Context: an optimization exercise on an open-source flow, tuned for small area. The choices shown serve that exercise and are no tape-out recipe.
RTL that was checked went through simulation tests only; none was proved equivalent to the original.
Only the layout flow was run in run 3; the RTL was not checked for function there.
The clock port is modelled as an ideal driver; clocking choices that lean on that would not hold on a real chip.
Power and IR drop assume default switching activity.

## flow/flow/run.sh

```bash
#!/bin/bash
# Layout flow: the standard synthesis and ORFS layout (standard.sh), with
#  - the combinational logic of the standard netlist re-mapped for area by
#    flow/resyn.sh (Yosys + ABC); every flip-flop instance is kept as the
#    standard synthesis made it (name, cell type and connections);
#  - port buffers of the smallest buffer cell;
#  - a clock tree of clkbuf_8 without dummy loads, whose buffers
#    flow/post_cts.tcl then shrinks as far as the clock-pin slew allows.
# Each tool's output goes to a log file of its own in this folder (and ORFS's
# step logs under orfs/logs).
set -euo pipefail
R=orfs/results/sky130hd/pe_core/base
LIB=$FLOW_HOME/platforms/sky130hd/lib/sky130_fd_sc_hd__tt_025C_1v80.lib
YOSYS=$(command -v yosys || echo "$FLOW_HOME/../tools/install/yosys/bin/yosys")
export BUFFER_PORTS_ARGS="-buffer_cell sky130_fd_sc_hd__buf_1"
export CTS_ARGS="-sink_clustering_enable -repair_clock_nets -dont_use_dummy_load -buf_list sky130_fd_sc_hd__clkbuf_8"
export POST_CTS_TCL="$PWD/flow/post_cts.tcl"
ARGS=("BUFFER_PORTS_ARGS=$BUFFER_PORTS_ARGS" "CTS_ARGS=$CTS_ARGS" "POST_CTS_TCL=$POST_CTS_TCL")

bash standard.sh "${ARGS[@]}" synth > standard_synth.log 2>&1
cp $R/1_2_yosys.v standard_netlist.v
bash flow/resyn.sh "$PWD/standard_netlist.v" "$PWD/resyn_netlist.v" "$LIB" "$PWD/resyn" "$YOSYS"
cp resyn_netlist.v $R/1_2_yosys.v
rm -f $R/1_synth.odb $R/1_synth.sdc
bash standard.sh "${ARGS[@]}" finish > standard_flow.log 2>&1
```

## flow/flow/mkcells.py

```python
# Write Verilog models of the combinational cells that a netlist uses, from the
# liberty's pin functions, and blackbox stubs for its sequential cells.
#   mkcells.py LIB NETLIST COMB_OUT SEQ_OUT
import re, sys
lib = open(sys.argv[1]).read()

def group_body(text, start):
    i = start; depth = 1
    while depth:
        if text[i] == '{': depth += 1
        elif text[i] == '}': depth -= 1
        i += 1
    return text[start:i - 1]

def pins(body):
    res = []
    for m in re.finditer(r'\bpin\s*\(\s*"?(\w+)"?\s*\)\s*\{', body):
        pb = group_body(body, m.end())
        d = re.search(r'direction\s*:\s*"?(\w+)', pb)
        f = re.search(r'\bfunction\s*:\s*"([^"]*)"', pb)
        if d: res.append((m.group(1), d.group(1), f.group(1) if f else None))
    return res

used = set(re.findall(r'^\s*(sky130_fd_sc_hd__\w+)\s+\S+\s*\(', open(sys.argv[2]).read(), re.M))
comb, seq = [], []
for c in sorted(used):
    m = re.search(r'cell\s*\(\s*"?%s"?\s*\)\s*\{' % c, lib)
    body = group_body(lib, m.end())
    ps = pins(body)
    ins = [p for p, d, _ in ps if d == 'input']
    outs = [(p, f) for p, d, f in ps if d == 'output']
    ports = ', '.join(ins + [o for o, _ in outs])
    if re.search(r'\b(ff|latch|statetable)\s*\(', body):
        s = '(* blackbox *)\nmodule %s(%s);\n' % (c, ports)
        s += ''.join('  input %s;\n' % p for p in ins)
        s += ''.join('  output %s;\n' % o for o, _ in outs)
        seq.append(s + 'endmodule\n')
        continue
    s = 'module %s(%s);\n' % (c, ports)
    s += ''.join('  input %s;\n' % p for p in ins)
    for o, f in outs:
        if f is None:
            f = "1'b0" if o == 'LO' else "1'b1"
        else:
            f = f.replace('!', '~').replace('+', '|').replace('*', '&')
            f = re.sub(r'([\w)])\s+([\w(~])', r'\1&\2', f)
        s += '  output %s;\n  assign %s = %s;\n' % (o, o, f)
    comb.append(s + 'endmodule\n')
open(sys.argv[3], 'w').write('\n'.join(comb))
open(sys.argv[4], 'w').write('\n'.join(seq))
```

## flow/flow/post_cts.tcl

```tcl
# Runs at the end of ORFS's CTS step (POST_CTS_TCL): shrink each leaf clock buffer
# to the smallest clkbuf whose flip-flop clock pins still see a slew under the limit
# (estimated from placement); the leaves first, then the root buffer.
proc clk_worst_slew {} {
  set ws 0
  foreach p [get_pins -hierarchical */CLK] {
    set s [get_property $p slew_max]
    if {$s > $ws} {set ws $s}
  }
  return $ws
}
set limit 0.127
set sizes {sky130_fd_sc_hd__clkbuf_1 sky130_fd_sc_hd__clkbuf_2 sky130_fd_sc_hd__clkbuf_4}
estimate_parasitics -placement
puts "post_cts: worst clock-pin slew before [clk_worst_slew]"
set bufs {}
set roots {}
foreach inst [[ord::get_db_block] getInsts] {
  set name [$inst getName]
  if {![string match "clkbuf_*_clk" $name]} continue
  if {[string match "clkbuf_0_*" $name]} { lappend roots $name } else { lappend bufs $name }
}
foreach name [concat $bufs $roots] {
  set orig [get_property [get_cells $name] ref_name]
  foreach sz $sizes {
    replace_cell [get_cells $name] [get_lib_cells */$sz]
    estimate_parasitics -placement
    if {[clk_worst_slew] <= $limit} { puts "post_cts: $name $orig -> $sz"; break }
    replace_cell [get_cells $name] [get_lib_cells */$orig]
    estimate_parasitics -placement
  }
}
estimate_parasitics -placement
puts "post_cts: worst clock-pin slew after [clk_worst_slew]"
report_worst_slack -min
report_worst_slack -max
```

## flow/flow/resyn.sh

```bash
#!/bin/bash
# Re-map the combinational logic of a synthesized netlist for area, keeping every
# flip-flop instance (name, cell type, connections) as it is.
#   resyn.sh IN.v OUT.v LIB WORKDIR YOSYS
set -euo pipefail
IN=$1; OUT=$2; LIB=$3; W=$4; YOSYS=$5
HERE=$(cd "$(dirname "$0")" && pwd)
mkdir -p "$W"
python3 "$HERE/mkcells.py" "$LIB" "$IN" "$W/cells.v" "$W/seq.v"
cat > "$W/resyn.abc" <<'EOF'
strash
&get -n
&deepsyn -T 20
&put
dch -f
amap
mfs2
strash
dc2
dch -f
map -a
mfs2
strash
dch -f
map -a
topo
EOF
printf 'set_driving_cell sky130_fd_sc_hd__buf_1\nset_load 5\n' > "$W/abc.constr"
cat > "$W/resyn.ys" <<EOF
read_verilog -lib $W/seq.v
read_verilog $W/cells.v
read_verilog $IN
hierarchy -top pe_core
flatten
opt_clean -purge
techmap
opt -fast
abc -script $W/resyn.abc -liberty $LIB -dont_use *probe* -dont_use *lpflow* -constr $W/abc.constr
opt_clean -purge
splitnets
opt_clean -purge
hilomap -singleton -hicell sky130_fd_sc_hd__conb_1 HI -locell sky130_fd_sc_hd__conb_1 LO
insbuf -buf sky130_fd_sc_hd__buf_4 A X
tee -o $W/resyn_stat.txt stat -liberty $LIB
write_verilog -noattr -nohex -nodec $OUT
EOF
"$YOSYS" -s "$W/resyn.ys" > "$W/resyn_yosys.log" 2>&1
```

## flow/standard.sh

```bash
#!/bin/bash
# synth_recipe.tcl (not shown) runs the flow's synth.tcl, then flattens the netlist and writes it again
# the make line also repeats each setting of config.mk as NAME=value (left out here)
make -C /OpenROAD-flow-scripts/flow DESIGN_CONFIG=/design/flow/config.mk WORK_HOME=/design/flow/orfs CLKGATE_MAP_FILE= SYNTH_SCRIPT=/design/flow/synth_recipe.tcl "${@:-finish}"
```

## flow/config.mk

```make
export PLATFORM = sky130hd
export DESIGN_NAME = pe_core
export DESIGN_NICKNAME = pe_core
export VERILOG_FILES = /design/flow/design.v
export SDC_FILE = /design/flow/constraint.sdc
export NUM_CORES = 4
export LEC_CHECK = 0
export CAP_MARGIN = 20
export CORE_MARGIN = 2
export CORE_UTILIZATION = 40
export SLEW_MARGIN = 20
```

## flow/constraint.sdc

```tcl
create_clock -name core_clock -period 10.0 [get_ports {clk}]
set_input_delay 2.0000 -clock core_clock [delete_from_list [all_inputs] [get_ports {clk}]]
set_output_delay 2.0000 -clock core_clock [all_outputs]
set_load 0.01 [all_outputs]
```

## flow/design.v

```verilog
module pe_core (
    input  wire         clk,
    input  wire         rst,
    input  wire         start,
    input  wire [7:0]   len,
    output wire         busy,
    output wire         done,
    output wire [127:0] out_chars,
    output wire         in_req,
    output wire [7:0]   in_idx,
    input  wire [7:0]   in_data,
    input  wire         in_ack
);
    reg [3:0]   stage;
    reg [7:0]   j;
    reg [2:0]   bc;
    reg [7:0]   len_q;
    reg [15:0]  h;
    reg [127:0] r;
    reg         keep_q, cy_q;
    wire busy_q  = ~stage[3] | (~stage[2] & ~(stage[1] & stage[0]));
    wire done_q  = stage[3] & stage[1] & stage[0];
    wire st_map  = stage[3] & stage[1];           
    wire st_hash = stage[0];
    wire st_mix  = ~stage[0] & ~st_map;
    wire rd      = busy_q & st_mix & (j < len_q);
    wire en      = busy_q & ~(rd & ~in_ack);
    wire r0      = r[0];
    wire clr     = (stage == 4'd0) & (j[7:4] == 4'd0);
    wire mix_bit = (r0 & ~clr) ^ (rd & in_data[bc]);
    wire crc     = st_hash & ~j[4];
    wire win     = st_hash & j[4] & (j[3:1] == ~j[7:5]);
    wire fb      = (h[0] ^ r0) & crc;
    wire h_in    = clr ? (~j[0] & ~bc[1] & ~bc[0]) : (h[0] ^ (crc & r0));
    wire keep_c  = r[6] & (r[4:0] != 5'd0) & (r[4:0] <= 5'd26);
    wire keep    = (bc == 3'd0) ? keep_c : keep_q;
    wire cin     = (bc == 3'd0) ? 1'b1 : cy_q;
    wire rep_bit = bc[2] ? ((bc[1:0] == 2'd0) ? cin : (bc[1:0] != 2'd3)) : (r[4] ^ cin);
    wire map_bit = keep ? (r0 & (bc != 3'd7)) : rep_bit;
    wire nb      = st_map ? map_bit : win ? h[8] : st_mix ? mix_bit : r0;
    always @(posedge clk) begin
        keep_q <= keep;
        cy_q   <= r[4] & cin;
    end
    wire [11:0] cnt_inc = {1'b0, j, bc} + {11'd0, en};
    always @(posedge clk) begin
        {j, bc} <= busy_q ? cnt_inc[10:0] : 11'd0;
        if (rst)
            stage <= 4'd12;
        else if (!busy_q)
            stage <= start ? 4'd0 : stage;
        else
            stage <= stage + {3'd0, cnt_inc[11]};
    end
    always @(posedge clk) begin
        if (!busy_q && start)
            len_q <= len;
        if (en) begin
            r <= {nb, r[127:1]};
            h <= {h_in, h[15], h[14] ^ fb, h[13:2], h[1] ^ fb};
        end
    end
    assign busy   = busy_q;
    assign done   = done_q;
    assign in_req = rd;
    assign in_idx = j;
    genvar g;
    generate
        for (g = 0; g < 16; g = g + 1) begin : g_out
            assign out_chars[8*g +: 8] = {1'b0, r[8*(15-g) +: 7]};
        end
    endgenerate
endmodule
```

==> out/metrics.json, run 1 <==
{
  "cp-end-kind": "output pin",
  "timing.hold.worst.class": "reg -> reg",
  "post_layout_nonfiller_instances": 698,
  "setup_repair_after_global_routing_missed_its_margin": "no",
  "postSynthCellCount": 442,
  "slowest_stage": "sky130_fd_sc_hd__dfxtp_1",
  "timing.fmax_ghz": 0.241,
  "via_per_inst": 4.46,
  "timing.hold.worst_endpoint": "h[10]$_DFFE_PN_",
  "timing.clock.skew_ps": 54.2,
  "dp_cells": 681,
  "full_die_area_um2": 17500,
  "diodes": 0,
  "globalRoute.totalOverflow": 0,
  "synthesis.yosys.warnings": 1,
  "timing_worst_slew_pin_value_ps": 1010,
  "dp_hpwl_um": 6430,
  "first_global_vias": 2968,
  "n_fill_cell": 1516,
  "drv.max_cap_violation_count": 0,
  "cp_slowest_stage_delay_ps": 400,
  "antenna_found_initial": 0,
  "regToRegStartpoint": "stage[1]$_SDFFE_PP0P_",
  "syn_area_um2": 6600,
  "p_per_area_nw_per_um2": 205,
  "drive_above_1_share": 0.0436,
  "grt_pass1_wl_um": 15400,
  "core_area_um2": 16000,
  "rows": 46,
  "slew_headroom": 0.324,
  "hold_path.startpoint": "h[11]$_DFFE_PN_",
  "grt.total_usage": 0.114,
  "path_common_cell": "sky130_fd_sc_hd__clkinv_1",
  "setup_ws_pre_cts_ps": 5560,
  "fin_setup_tns_ps": 0,
  "wl_per_cell_um": 13.8,
  "grt_max_degree": 87,
  "chipWidth_um": 132,
  "die_h_um": 132,
  "detail_route.iter0.violations": 151,
  "cts_tree": "built",
  "total_power_uw": 1350,
  "worstSetupStartpointType": "flip-flop",
  "outcome": "complete, no violations",
  "worst-r2r-cell-count": 12,
  "power.leakage_uw": 0.00211,
  "worstHoldPathCells": 0,
  "timing_hold_violations_final": 0,
  "final_net_count": 504,
  "initial_utilization": 0.412,
  "finalCriticalPeriod_ps": 4160,
  "numClockSinks": 169,
  "timing.setup.critical_path_class": "reg -> out",
  "cp.arrival_ps": 2160,
  "clock_latency_at_the_later_pin_of_the_worst_skew_pair_ps": 540,
  "io_buffers": 142,
  "route.detailed.drc": 0,
  "timing.final.crit_share": 0.416,
  "layout.core_utilization": 0.412,
  "avgSynthCellArea_um2": 14.9,
  "gp_routability_congestion": 0.779,
  "detailedRoute.firstPassIterationCount": 4,
  "timing.final.ws_setup_ps": 5840,
  "worstPathRequired_ps": 8000,
  "routed_vias": 3115,
  "crit_fanout": 4,
  "ir_worst_vdd_v": 0.000102,
  "area.growth.synth_to_final_pct": 0.0759,
  "final_max_slew_viol_count": 0,
  "path_cells": "clkinv_1 > a22o_2 > o221ai_1 > a21oi_1 > a221oi_1 > o21ai_0 > nand2_1 > clkinv_1 > buf_1",
  "setup.reg_to_reg.worst_slack_ps": 6150,
  "regToRegEndpoint": "bc[1]$_SDFF_PN0_",
  "setup_viol_count_final": 0,
  "cts.reportedPaths.clkPinSlew_ps": 110,
  "antenna_left": 0,
  "io_pins": 159,
  "final_routed_wirelength_across_all_metal_layers_um": 9640
}
[metrics by stage]
step / hold WS (ps) / area (um2)
5_1_grt: 412 / 6600
3_5_place_dp: 405 / 6460
3_3_place_gp: 403 / 6460
2_1_floorplan: 400 / 6650
6_report: 408 / 6600
[placed cells by master (no fill, tap or decap), drive strengths merged, types with 2 or more instances in the layout]
cell,count
o21ai,12
dfxtp,17
nor4,2
conb,16
clkbuf,17
a22oi,4
xor2,2
o22ai,4
o221ai,3
nor2,26
xnor2,3
o211ai,2
nor3,7
edfxtp,152
clkinv,25
buf,144
a21oi,12
nand3,7
nand2,20
[critical path, delay by kind of cell, from the launching register on]
kind / cells / cell delay (ps)
compound gates: 5 / 750
buf+inv: 3 / 360
flops: 1 / 400
simple gates: 1 / 110
[routing by layer]
| layer | GRT usage | routed length, um | vias up |
|---|---|---|---|
| met3 | 0.0534 | 706 | 11 |
| met2 | 0.166 | 4360 | 116 |
| met1 | 0.150 | 4470 | 1495 |
| li1 | - | - | 1493 |
| met4 | 0.0412 | 111 | 0 |
| met5 | 0 | 0 | - |
[worst max-delay path by stage]
stage                                       end       startpoint  cells after the start
final                                    in_req  j[1]$_SDFF_PN0_                      9
after floorplan           stage[2]$_SDFFE_PP1P_           in_ack                     11
after global routing                     in_req  j[1]$_SDFF_PN0_                      9
after detailed placement       bc[1]$_SDFF_PN0_           in_ack                      8
after global placement         bc[1]$_SDFF_PN0_           in_ack                      8
[state kept, by name, indices dropped and copies added (netlist names)]
register and count:
r 128, h 16, j 8, len_q 8, stage 4, bc 3, cy_q 1, keep_q 1
[final cells by class]
class	count	area [um2]	share of cell area
repair buffers	144	548	0.0830
flip-flops and latches	169	4900	0.743
well taps	216	270	0.0409
multi-input cells	127	639	0.0969
inverters	25	93.8	0.0142
clock buffers	17	144	0.0218
[report_power, final]
group / total (uW) / leakage [uW] / internal [uW] / switching, uW
logic: 145 / 0.000443 / 36.7 / 108
clock network: 278 / 0.0000855 / 88.4 / 189
registers: 929 / 0.00158 / 887 / 42.2
total: 1350 / 0.00211 / 1010 / 340
==> run 2, diff against run 1 <==
--- a/flow/config.mk
+++ b/flow/config.mk
@@ -9,3 +9,3 @@
 export CORE_MARGIN = 2
-export CORE_UTILIZATION = 40
+export CORE_UTILIZATION = 55
 export SLEW_MARGIN = 20
==> out/metrics.json, run 2 <==
{
  "outcome": "complete, no violations",
  "final_routed_wirelength_across_all_metal_layers": {"value": 9430, "unit": "um", "change": "-2.3%"},
  "power.leakage": {"value": 0.00212, "unit": "uW", "change": "+0.19%"},
  "full_die_area": {"value": 12900, "unit": "um2", "change": "-27%"},
  "timing.hold.worst.class": "reg -> reg",
  "detailedRoute.firstPassIterationCount": {"value": 4, "change": "unchanged"},
  "initial_utilization": {"value": 0.570, "change": "+0.158"},
  "timing.final.crit_share": {"value": 0.422, "change": "+0.00574"},
  "worstSetupStartpointType": "flip-flop",
  "antenna_left": {"value": 0, "change": "unchanged"},
  "final_common_cell": "sky130_fd_sc_hd__edfxtp_1",
  "timing.setup.critical_path_class": "reg -> out",
  "top_reg_by_flops": "r",
  "die_h": {"value": 114, "unit": "um", "change": "-14%"},
  "globalRoute.totalOverflow": {"value": 0, "change": "unchanged"},
  "total_power": {"value": 1360, "unit": "uW", "change": "+0.33%"},
  "slew_headroom": {"value": 0.466, "change": "+0.142"},
  "dp_hpwl": {"value": 6230, "unit": "um", "change": "-3.2%"},
  "route.detailed.drc": {"value": 0, "change": "unchanged"},
  "postSynthCellCount": {"value": 442, "change": "unchanged"},
  "final_max_slew_viol_count": {"value": 0, "change": "unchanged"},
  "io_pins": {"value": 159, "change": "unchanged"},
  "rows": {"value": 39, "change": "-15%"},
  "core_area": {"value": 11600, "unit": "um2", "change": "-28%"},
  "timing_worst_slew_pin_value": {"value": 801, "unit": "ps", "change": "-214 ps"},
  "cts.reportedPaths.clkPinSlew": {"value": 110, "unit": "ps", "change": "about the same"},
  "final_cell_mix": "152 x sky130_fd_sc_hd__edfxtp_1, 142 x sky130_fd_sc_hd__buf_1, 25 x sky130_fd_sc_hd__clkinv_1, 25 x sky130_fd_sc_hd__nor2_1, 20 x sky130_fd_sc_hd__nand2_1",
  "timing.clock.skew": {"value": 39.9, "unit": "ps", "change": "-14.3 ps"},
  "registers_with_the_most_flip_flops": "r: 128 flops, h: 16 flops",
  "setup_viol_count_final": {"value": 0, "change": "unchanged"},
  "grt.total_usage": {"value": 0.149, "change": "+0.0348"},
  "p_per_area": {"value": 208, "unit": "nW/um2", "change": "+1.5%"},
  "grt_pass1_wl": {"value": 14100, "unit": "um", "change": "-8.0%"},
  "ir_worst_vdd": {"value": 0.000118, "unit": "V", "change": "+15%"},
  "gp_routability_congestion": {"value": 0.818, "change": "+5.0%"},
  "largest_register_ffs": {"value": 128, "change": "unchanged"},
  "timing_hold_violations_final": {"value": 0, "change": "unchanged"},
  "synthesis.yosys.warnings": {"value": 1, "change": "unchanged"},
  "cp-end-kind": "output pin",
  "worstPathRequired": {"value": 8000, "unit": "ps", "change": "about the same"},
  "grt_max_degree": {"value": 94, "change": "+8.0%"},
  "detail_route.iter0.violations": {"value": 312, "change": "+110%"},
  "final_net_count": {"value": 504, "change": "unchanged"},
  "fin_setup_tns": {"value": 0, "unit": "ps", "change": "unchanged"},
  "cts_tree": "built",
  "syn_area": {"value": 6600, "unit": "um2", "change": "unchanged"},
  "avgSynthCellArea": {"value": 14.9, "unit": "um2", "change": "unchanged"},
  "timing.fmax": {"value": 0.237, "unit": "GHz", "change": "-1.4%"},
  "chipWidth": {"value": 114, "unit": "um", "change": "-14%"},
  "first_global_vias": {"value": 2776, "change": "-6.5%"},
  "numClockSinks": {"value": 169, "change": "unchanged"},
  "finalCriticalPeriod": {"value": 4220, "unit": "ps", "change": "+57.4 ps"},
  "routed_vias": {"value": 3132, "change": "+0.55%"},
  "drv.max_cap_violation_count": {"value": 0, "change": "unchanged"},
  "setup.reg_to_reg.worst_slack": {"value": 6380, "unit": "ps", "change": "+230 ps"},
  "wl_per_cell": {"value": 15.1, "unit": "um", "change": "+9.1%"},
  "crit_fanout": {"value": 4, "change": "unchanged"},
  "diodes": {"value": 0, "change": "unchanged"},
  "clock_latency_at_the_later_pin_of_the_worst_skew_pair": {"value": 550, "unit": "ps", "change": "about the same"},
  "area.growth.synth_to_final_pct": -1.12,
  "cp.arrival": {"value": 2220, "unit": "ps", "change": "+60 ps"},
  "io_buffers": {"value": 142, "change": "unchanged"},
  "drive_above_1_share": {"value": 0.0436, "change": "unchanged"},
  "via_per_inst": {"value": 5.01, "change": "+12%"},
  "antenna_found_initial": {"value": 0, "change": "unchanged"},
  "setup_repair_after_global_routing_missed_its_margin": "no"
}
[run 2: cell types whose count changed in the layout (fill, tap and decap cells not counted)]
| cell | before | now |
|---|---|---|
| sky130_fd_sc_hd__clkbuf_8 | 3 | 4 |
| sky130_fd_sc_hd__buf_4 | 2 | 1 |
| sky130_fd_sc_hd__buf_6 | 0 | 1 |
| sky130_fd_sc_hd__clkbuf_2 | 1 | 0 |
[run 2: critical path, stage by stage (launching register included)]
cell                       delay, ps
sky130_fd_sc_hd__dfxtp_1         400
sky130_fd_sc_hd__clkinv_1        150
sky130_fd_sc_hd__a22o_2          260
sky130_fd_sc_hd__o221ai_1         60
sky130_fd_sc_hd__a21oi_1          90
sky130_fd_sc_hd__a221oi_1        210
sky130_fd_sc_hd__o21ai_0         160
sky130_fd_sc_hd__nand2_1         130
sky130_fd_sc_hd__clkinv_1         90
sky130_fd_sc_hd__buf_1           130
[run 2: final timing paths]
kind | start | end | cells past startpoint
max | j[1]$_SDFF_PN0_ | in_req | 9
min | h[5]$_DFFE_PN_ | h[4]$_DFFE_PN_ | 0
max reg2reg | stage[1]$_SDFFE_PP0P_ | stage[2]$_SDFFE_PP1P_ | 17
min reg2reg | h[5]$_DFFE_PN_ | h[4]$_DFFE_PN_ | 0
[run 2: power by group]
| part | total [uW] | internal (uW) | leakage [uW] | switching, uW |
|---|---|---|---|---|
| combinational | 144 | 37.1 | 0.000444 | 107 |
| sequential | 928 | 886 | 0.00158 | 42.3 |
| clock | 284 | 94.5 | 0.0000886 | 189 |
| total | 1360 | 1020 | 0.00212 | 339 |
[run 2: routing by layer]
layer  part of all wire  GRT usage  up-vias
li1                   -          -     1480
met1               0.47      0.216     1519
met2               0.44      0.200      122
met3              0.078     0.0616       11
met4              0.014     0.0585        0
met5                  0          0        -
[run 2: area by class of cell]
type | instances | area [um2]
Timing Repair Buffer | 144 | 552
Sequential cell | 169 | 4900
Multi-Input combinational cell | 127 | 639
Inverter | 25 | 93.8
Clock buffer | 17 | 153
Tap cell | 143 | 179
Fill cell | 949 | 5040
[run 2: through the flow]
| step | util | std cells | hold slack (ps) | area, um2 | worst slack [ps] |
|---|---|---|---|---|---|
| finish | 0.564 | 625 | 404 | 6520 | 5780 |
| detailed placement | 0.550 | 608 | 405 | 6360 | 5780 |
| floorplan | - | 457 | 400 | 6650 | 1990 |
| global placement | 0.550 | 608 | 404 | 6360 | 5840 |
| global route | 0.564 | 625 | 411 | 6520 | 5610 |
==> run 3, diff against run 2 <==
--- a/flow/design.v
+++ b/flow/design.v
@@ -19,3 +19,3 @@
     reg [127:0] r;
-    reg         keep_q, cy_q;
+    reg         keep_q;
     wire busy_q  = ~stage[3] | (~stage[2] & ~(stage[1] & stage[0]));
@@ -36,4 +36,4 @@
     wire keep    = (bc == 3'd0) ? keep_c : keep_q;
-    wire cin     = (bc == 3'd0) ? 1'b1 : cy_q;
-    wire rep_bit = bc[2] ? ((bc[1:0] == 2'd0) ? cin : (bc[1:0] != 2'd3)) : (r[4] ^ cin);
+    wire cin     = (r[3] | (bc[1:0] == 2'd0)) & (r[2] | ~bc[1]) & (r[1] | (bc[1:0] != 2'd3));
+    wire rep_bit = bc[2] ? ((bc[1:0] == 2'd0) ? (&r[3:0]) : (bc[1:0] != 2'd3)) : (r[4] ^ cin);
     wire map_bit = keep ? (r0 & (bc != 3'd7)) : rep_bit;
@@ -42,3 +42,2 @@
         keep_q <= keep;
-        cy_q   <= r[4] & cin;
     end
--- a/flow/config.mk
+++ b/flow/config.mk
@@ -9,3 +9,3 @@
 export CORE_MARGIN = 2
-export CORE_UTILIZATION = 55
+export CORE_UTILIZATION = 40
 export SLEW_MARGIN = 20
==> out/metrics.json, run 3 <==
{
  "source_of_the_critical_timing_path": "j[2]$_SDFF_PN0_",
  "timing.final.crit_share": {"value": 0.422, "change": "+0.000722"},
  "outcome": "complete, no violations",
  "ir_worst_vdd": {"value": 0.0000900, "unit": "V", "change": "-24%"},
  "synthesis.yosys.warnings": {"value": 1, "change": "unchanged"},
  "antenna_left": {"value": 0, "change": "unchanged"},
  "routed_vias": {"value": 3213, "change": "+2.6%"},
  "timing_worst_slew_pin_value": {"value": 917, "unit": "ps", "change": "+116 ps"},
  "worstPathRequired": {"value": 8000, "unit": "ps", "change": "about the same"},
  "final_routed_wirelength_across_all_metal_layers": {"value": 10500, "unit": "um", "change": "+11%"},
  "timing.final.ws_setup": {"value": 5780, "unit": "ps", "change": "-7.22 ps"},
  "route.detailed.drc": {"value": 0, "change": "unchanged"},
  "n_fill_cell": {"value": 1502, "change": "+58%"},
  "drv.max_cap_violation_count": {"value": 0, "change": "unchanged"},
  "wl_per_cell": {"value": 14.9, "unit": "um", "change": "-1.3%"},
  "detailedRoute.firstPassIterationCount": {"value": 6, "change": "+2"},
  "setup_repair_after_global_routing_missed_its_margin": "no",
  "io_pins": {"value": 159, "change": "unchanged"},
  "antenna_found_initial": {"value": 0, "change": "unchanged"},
  "worstSetupStartpointType": "flip-flop",
  "avgSynthCellArea": {"value": 14.7, "unit": "um2", "change": "-1.8%"},
  "numClockSinks": {"value": 168, "change": "-0.59%"},
  "routing_usage_on_met1": {"value": 0.169, "change": "-0.0469"},
  "regToRegStartpoint": "j[2]$_SDFF_PN0_",
  "worst_path_dominant_cell_family": "compound AO/OA/AOI/OAI gates",
  "timing.clock.skew": {"value": 42.8, "unit": "ps", "change": "+2.93 ps"},
  "detail_route.iter0.violations": {"value": 186, "change": "-40%"},
  "grt_max_degree": {"value": 74, "change": "-21%"},
  "post_layout_nonfiller_instances": {"value": 706, "change": "+13%"},
  "power.leakage": {"value": 0.00210, "unit": "uW", "change": "-0.52%"},
  "cp_slowest_stage_delay": {"value": 420, "unit": "ps", "change": "+20 ps"},
  "via_per_inst": {"value": 4.55, "change": "-9.2%"},
  "die_h": {"value": 132, "unit": "um", "change": "+17%"},
  "postSynthCellCount": {"value": 450, "change": "+1.8%"},
  "syn_area": {"value": 6600, "unit": "um2", "change": "about the same"},
  "cts_tree": "built",
  "grt.total_usage": {"value": 0.122, "change": "-0.0263"},
  "timing.setup.critical_path_class": "reg -> out",
  "drive_above_1_share": {"value": 0.0408, "change": "-0.00275"},
  "crit_buf_inv": {"value": 3, "change": "unchanged"},
  "setup_viol_count_final": {"value": 0, "change": "unchanged"},
  "full_die_area": {"value": 17500, "unit": "um2", "change": "+36%"},
  "use_met2": {"value": 0.177, "change": "-0.0234"},
  "hold_path.startpoint": "h[7]$_DFFE_PN_",
  "area.growth.synth_to_final_pct": 0.266,
  "timing_hold_violations_final": {"value": 0, "change": "unchanged"},
  "setup_ws_pre_cts": {"value": 5700, "unit": "ps", "change": "-76.0 ps"},
  "top_reg_by_flops": "r",
  "cp.arrival": {"value": 2220, "unit": "ps", "change": "about the same"},
  "grt_pass1_wl": {"value": 16500, "unit": "um", "change": "+17%"},
  "io_buffers": {"value": 142, "change": "unchanged"},
  "initial_utilization": {"value": 0.412, "change": "-0.158"},
  "registers_with_the_most_flip_flops": "r: 128 flops, h: 16 flops",
  "rows": {"value": 46, "change": "+18%"},
  "largest_register_ffs": {"value": 128, "change": "unchanged"},
  "globalRoute.totalOverflow": {"value": 0, "change": "unchanged"},
  "final_cell_mix": "152 x sky130_fd_sc_hd__edfxtp_1, 142 x sky130_fd_sc_hd__buf_1, 37 x sky130_fd_sc_hd__nor2_1",
  "path_cells": "clkinv_1 > o22ai_1 > nor2_1 > a221oi_1 > nor2_1 > a221oi_1 > o21ai_0 > nand2_1 > clkinv_1 > buf_1",
  "timing.fmax": {"value": 0.237, "unit": "GHz", "change": "-0.17%"},
  "diodes": {"value": 0, "change": "unchanged"},
  "fin_setup_tns": {"value": 0, "unit": "ps", "change": "unchanged"},
  "final_common_cell": "sky130_fd_sc_hd__edfxtp_1",
  "core_area": {"value": 16000, "unit": "um2", "change": "+38%"},
  "timing.hold.worst.class": "reg -> reg",
  "slowest_stage": "sky130_fd_sc_hd__dfxtp_1",
  "gr-usage-met3": {"value": 0.0475, "change": "-0.0141"},
  "final_max_slew_viol_count": {"value": 0, "change": "unchanged"},
  "grt-busiest-layer": "met2",
  "dp_cells": {"value": 689, "change": "+13%"},
  "slew_headroom": {"value": 0.389, "change": "-0.0773"},
  "cp-end-kind": "output pin",
  "total_power": {"value": 1390, "unit": "uW", "change": "+2.4%"},
  "finalCriticalPeriod": {"value": 4220, "unit": "ps", "change": "+7.22 ps"},
  "first_global_vias": {"value": 3086, "change": "+11%"},
  "dp_hpwl": {"value": 7220, "unit": "um", "change": "+16%"},
  "chipWidth": {"value": 132, "unit": "um", "change": "+17%"},
  "p_per_area": {"value": 210, "unit": "nW/um2", "change": "+0.98%"},
  "cts.reportedPaths.clkPinSlew": {"value": 120, "unit": "ps", "change": "about the same"},
  "final_net_count": {"value": 512, "change": "+1.6%"},
  "clock_latency_at_the_later_pin_of_the_worst_skew_pair": {"value": 430, "unit": "ps", "change": "-120 ps"},
  "crit_fanout": {"value": 5, "change": "+1"},
  "gp_routability_congestion": {"value": 0.798, "change": "-2.4%"}
}
-- run 3: layout make-up --
type                       instances  area, um2  area share
clock buffer                      17        156      0.0236
inverter                          27        101      0.0153
multi-input combinational        134        653      0.0988
sequential                       168       4880       0.739
tap                              216        270      0.0409
timing repair buffer             144        548      0.0829
-- run 3: metrics by stage --
| stage | instance area, um2 | utilization | hold WS [ps] |
|---|---|---|---|
| after floorplan | 6650 | - | 400 |
| after global placement | 6460 | 0.404 | 403 |
| after detailed placement | 6460 | 0.404 | 405 |
| after global routing | 6610 | 0.413 | 410 |
| final | 6610 | 0.413 | 410 |
-- run 3: path summary, 6_finish.rpt --
path / end / slack (ps) / cells after the start
max: in_req / 5780 / 10
min reg2reg: h[6]$_DFFE_PN_ / 410 / 0
max reg2reg: stage[2]$_SDFFE_PP1P_ / 6300 / 23
min: h[6]$_DFFE_PN_ / 410 / 0
-- run 3: metal layers --
| metal | vias to the layer above | part of all wire |
|---|---|---|
| met5 | - | 0 |
| met2 | 143 | 0.45 |
| met4 | 0 | 0.0090 |
| met3 | 7 | 0.076 |
| met1 | 1562 | 0.47 |
| li1 | 1501 | - |
-- run 3: report_power, final --
part	leakage [uW]	total [uW]	switching [uW]	internal, uW
Sequential	0.00157	933	47.8	885
Combinational	0.000439	169	123	45.8
Clock	0.0000907	287	188	98.6
-- run 3: worst register-to-register path, cell delays in order (launching register included) --
cell and delay, ps:
sky130_fd_sc_hd__dfxtp_1 420, sky130_fd_sc_hd__clkinv_1 160, sky130_fd_sc_hd__o22ai_1 170, sky130_fd_sc_hd__nor2_1 60, sky130_fd_sc_hd__a221oi_1 200, sky130_fd_sc_hd__nor2_1 60, sky130_fd_sc_hd__a221oi_1 210, sky130_fd_sc_hd__o21ai_0 110
sky130_fd_sc_hd__nand2_1 90, sky130_fd_sc_hd__nor2_1 110, sky130_fd_sc_hd__nor2_1 180, sky130_fd_sc_hd__nand2_1 100, sky130_fd_sc_hd__nor2_1 160, sky130_fd_sc_hd__nand2_1 100, sky130_fd_sc_hd__nor2_1 170, sky130_fd_sc_hd__nand2_1 100
sky130_fd_sc_hd__nor2_1 200, sky130_fd_sc_hd__nand2_1 130, sky130_fd_sc_hd__nor4_1 290, sky130_fd_sc_hd__nand2_1 120, sky130_fd_sc_hd__nor2_1 180, sky130_fd_sc_hd__nand2_1 90, sky130_fd_sc_hd__o21ai_0 80, sky130_fd_sc_hd__nand2_1 80

==> re-timing with driven ports <==
No port has a modelled driver above. Below, the same layouts with a new extraction and two added sets of constraints. Step 1, drivers: a clkbuf_16 drives clk and a buf_2 each remaining input, both assumed. Step 2 adds t to the input delays and takes it off the output delays; t is the mean of the earliest and latest rising clock arrival at the registers after step 1. Input paths then give back, and output paths get back, about the clock's delay inside the block. Three values: ideal, step 1, step 2; two values: the first two.
run	t (ns)	setup slack, ns	worst setup path after step 2	worst register clock-pin slew, ns	pins driven straight from the clock port
run 1	0.548	5.842 / 5.810 / 5.637	input to register	0.11 / 0.11	1
run 2	0.566	5.785 / 5.751 / 5.784	input to register	0.12 / 0.12	1
run 3	0.441	5.778 / 5.744 / 5.708	input to register	0.12 / 0.12	1
After both steps every run listed still meets setup and hold. For run 1, which loses most, drivers alone change the setup slack by -0.032 ns; drivers and shift together by -0.205 ns.
